Context: an optimization exercise on an open-source flow, tuned for small area and a short achievable clock period. The choices shown serve that exercise and are no tape-out recipe. RTL that was checked went through simulation tests only; none was proved equivalent to the original. No activity file was given, so power comes from the tool's default toggle rates.

Design swire_decoder, start of the top module:
module swire_decoder (
    input  wire        clk,
    input  wire        rst,
    input  wire        sv,
    input  wire        din,
    input  wire        eos,
    input  wire [31:0] cfg_sample_rate,
    input  wire [31:0] cfg_bit_rate,
    input  wire [1:0]  cfg_address_bytes,
    input  wire [31:0] cfg_trig_wait,
    output reg         bits_valid,
    output reg  [1:0]  bits_class,
    output reg         bits_value,
    output wire [31:0] bits_start,
    output wire [31:0] bits_end,
    output reg         bytes_valid,
    output wire [7:0]  bytes_value,
    output reg         bytes_has_cmd,
    output reg         bytes_cmd,
    output reg         bytes_framing_ok,
    output wire [31:0] bytes_start,
    output wire [31:0] bytes_end,
    output reg         master_valid,
    output reg  [2:0]  master_class,
    output reg  [2:0]  master_kind,
    output reg  [23:0] master_data,
    output reg  [31:0] master_start,
    output wire [31:0] master_end,
    output reg         slave_valid,
    output wire [7:0]  slave_value,
    output wire [31:0] slave_start,
    output wire [31:0] slave_end,
    output reg         txn_valid,
    output reg         txn_outcome,
    output wire [2:0]  txn_kind,
    output wire [23:0] txn_addr,
    output wire [1:0]  txn_addr_cnt,
    output wire [7:0]  txn_rw_id,
    output wire        txn_rwid_valid,
    output wire        txn_dir,
    output wire [15:0] txn_data_cnt,
    output wire [31:0] txn_start,
    output wire [31:0] txn_end,
    output wire [3:0]  state,
    output reg         shape,
    output reg         txn_open,
    output wire [3:0]  cnt,
    output wire        done
);
Size in the first run: about 3500 cells after synthesis, roughly 450 flip-flops, about 550 I/O pins, about 32000 um^2 of cells after synthesis.
export LEC_CHECK = 0
export CAP_MARGIN = 20
export CORE_MARGIN = 2
export CORE_UTILIZATION = 40
export SLEW_MARGIN = 20
create_clock -name core_clock -period 18.0 [get_ports {clk}]
standard.sh (not shown) runs the stock make flow with config.mk's settings and CLKGATE_MAP_FILE= SYNTH_SCRIPT=/design/flow/synth_recipe.tcl, a recipe that flattens the netlist after the stock synthesis.
==> flow/flow/run.sh <==
#!/bin/bash
# The standard layout, with the port buffers made from buf_1 cells instead of
# ORFS's default delay buffers. Everything else is the standard.sh.
set -euo pipefail
cd "$(dirname "$0")/.."
export BUFFER_PORTS_ARGS="-buffer_cell sky130_fd_sc_hd__buf_1"
bash standard.sh > orfs_make.log 2>&1
Then changed:
--- a/flow/design.v
+++ b/flow/design.v
@@ -316,17 +316,16 @@
     wire tk_s  = ~done_r & ~eos & sv;
     wire close = tk_s & (din ? c1 : c0);
     wire fall  = tk_s & ~din & f0;
     wire rise  = tk_s & din & r1;
     wire k_step = tk_e | close;
     wire idle_st = ~done_r & ~st[2] & ~st[1];    
     always @(posedge clk) begin
-        if (fall | rise) acc <= init;
-        else if (tk_s & ~ci) acc <= adv;
-        if (rise) begin lo1 <= u1; lo4 <= u4; end
+        if (tk_s) acc <= (din ? r1 : f0) ? init : (ci ? acc : adv);
+        if (in_low) begin lo1 <= u1; lo4 <= u4; end
         if (fall_pend) fall_pos <= lpos;
         if (eos ? tk_e & e_shift : close & s_shift) sh <= {sh[6:0], eos ? ce_bitv : cs_bit1};
         if (k_step) cmd <= eos ? e_cmd : s_cmd;
         if (bcnt == 4'd0) byte_start <= fall_pos;
         if (idle_st) addr <= 24'd0;
         else if (eos ? tk_e & e_ashift : close & s_ashift) addr <= {addr[15:0], sh};
         if (k_step) addr_cnt <= eos ? e_acnt : s_acnt;
Result: Via count drops by about 5%; synthesized area drops by about 2.2%; design area drops by about 2%; global-route usage drops by 1.2 points; total power climbs by about 5%; count of clock-buffer cells in the layout drops by 5; non-clock buffer count drops by 8; core utilization stays flat; wire length drops by 6.8%; synthesized cell count drops by about 2.3%; final cell count drops by 1.6%.
Function was not checked in any run of this note: the RTL went through the layout flow alone.

Setup of main:
swire_decoder, a different RTL version from the one above (not shown whole).
For scale: ~2600 cells after synthesis, about 400 flip-flops, about 0.028 sq mm of cells after synthesis.
clock: 18.0 ns
lec_check: 0
cap_margin: 20
core_margin: 2
core_utilization: 40
slew_margin: 20
==> flow/flow/run.sh <==
#!/bin/bash
# The standard layout (the standard.sh), with two changes to how it is
# made: the port buffers are buf_1 cells instead of ORFS's default delay
# buffers, and ORFS's own repair_timing steps aim for extra setup slack.
set -euo pipefail
cd "$(dirname "$0")/.."
export BUFFER_PORTS_ARGS="-buffer_cell sky130_fd_sc_hd__buf_1"
export SETUP_SLACK_MARGIN=13
bash standard.sh > orfs_make.log 2>&1
Input changes introduced in the feature branch (baseline for comparison: main):
--- a/flow/design.v
+++ b/flow/design.v
@@ -76,34 +76,28 @@
     reg [7:0]  rw_id;
     reg        rwid_valid;
     reg [15:0] data_cnt;
     reg [31:0] txn_start_r;
     reg        done_r;
     reg        pend_valid;
     reg        pend_txn;
-    reg [1:0]  msel;         
+    reg [3:0]  msel;         
     reg [1:0]  mdat;         
     assign state    = {1'b0, st};
     assign cnt      = bcnt;
     assign done     = done_r;
     assign bits_start     = fall_pos;
     assign bits_end       = lpos;
     assign bytes_value    = sh;
     assign bytes_start    = byte_start;
     assign bytes_end      = lpos;
     assign master_end     = lpos;
-    assign master_data    = (mdat == 2'd1) ? addr : (mdat == 2'd2) ? {16'd0, sh} : 24'd0;
-    always @* begin
-        case (msel)
-            MS_BYTE: master_start = byte_start;
-            MS_AUX:  master_start = aux_start;
-            MS_FALL: master_start = fall_pos;
-            default: master_start = lpos;
-        endcase
-    end
+    assign master_data    = ({24{mdat[0]}} & addr) | {16'd0, {8{mdat[1]}} & sh};
+    always @* master_start = ({32{msel[0]}} & byte_start) | ({32{msel[1]}} & aux_start) |
+                             ({32{msel[2]}} & fall_pos)   | ({32{msel[3]}} & lpos);
     assign slave_value    = sh;
     assign slave_start    = byte_start;
     assign slave_end      = lpos;
     assign txn_kind       = master_kind;
     assign txn_addr       = addr;
     assign txn_addr_cnt   = addr_cnt;
     assign txn_rw_id      = rw_id;
@@ -334,21 +328,21 @@
         bits_value       <= eos ? ce_bitv : cs_bit1;
         bytes_has_cmd    <= eos ? e_hc : s_hc;
         bytes_cmd        <= (eos ? e_hc : s_hc) & cmd;
         bytes_framing_ok <= eos ? ce_bitv : cs_bit1;
         pend_txn         <= e_peos_txn;
         if (pend_valid) begin
             master_class <= M_ERROR; master_kind <= E_PEOS; txn_outcome <= 1'b1;
-            msel <= MS_POS; mdat <= 2'd0;
+            msel <= 4'b1000; mdat <= 2'd0;
         end else if (eos) begin
             master_class <= em_c; master_kind <= em_k; txn_outcome <= |em_k;
-            msel <= em_sel; mdat <= em_dat;
+            msel <= 4'b0001 << em_sel; mdat <= em_dat;
         end else begin
             master_class <= sm_c; master_kind <= sm_k; txn_outcome <= |sm_k;
-            msel <= sm_sel; mdat <= sm_dat;
+            msel <= 4'b0001 << sm_sel; mdat <= sm_dat;
         end
         if (rst) begin
             lpos <= 32'hFFFFFFFF; primed <= 1'b0; prev <= 1'b1; phase <= WAIT_FALL;
             fall_pend <= 1'b0; ws_pend <= 1'b0; st <= S_IDLE; bcnt <= 4'd0; done_r <= 1'b0;
             pend_valid <= 1'b0;
             bits_valid <= 1'b0; bytes_valid <= 1'b0; master_valid <= 1'b0;
             slave_valid <= 1'b0; txn_valid <= 1'b0;
==> comparison <==
- Compared with main, the router placed fewer vias in the feature branch.
- The feature branch against main: horizontal die dimension now sits at about the same level, transition at the pin with the smallest max-transition slack down 0.053 ns, max-slew headroom at the worst pin now larger, violation count after the first detailed-routing iteration went down.

## afterwards: timing with drivers on the ports
No port has a modelled driver above. Below, the same layouts with a new extraction and two added sets of constraints.
Step 1 assumes that a clkbuf_16 drives the clock port and a buf_2 every other input.
Step 2, shift: input delay + t, output delay - t, t = (earliest + latest rising clock arrival at the registers) / 2. This alone moves slack from input paths to output paths.
Slacks: ideal ports / drivers / drivers and shift; pairs: ideal ports / drivers.
run | shift t [ns] | setup WS [ns] | worst setup path after step 2 | worst register clock-pin slew, ns
the first run of note 1 | 0.691 | 11.527 / 11.545 / 10.855 | input to register | 0.07 / 0.07
the second run of note 1 | 0.696 | 11.740 / 11.740 / 11.441 | input to register | 0.07 / 0.07
main | 0.671 | 12.471 / 12.409 / 12.440 | input to register | 0.07 / 0.07
the feature branch | 0.661 | 12.633 / 12.619 / 12.222 | input to register | 0.06 / 0.06
After both steps setup and hold are still met in every run listed. The setup slack of the first run of note 1, which loses most, moves by +0.018 ns with the drivers and by -0.672 ns with both steps.
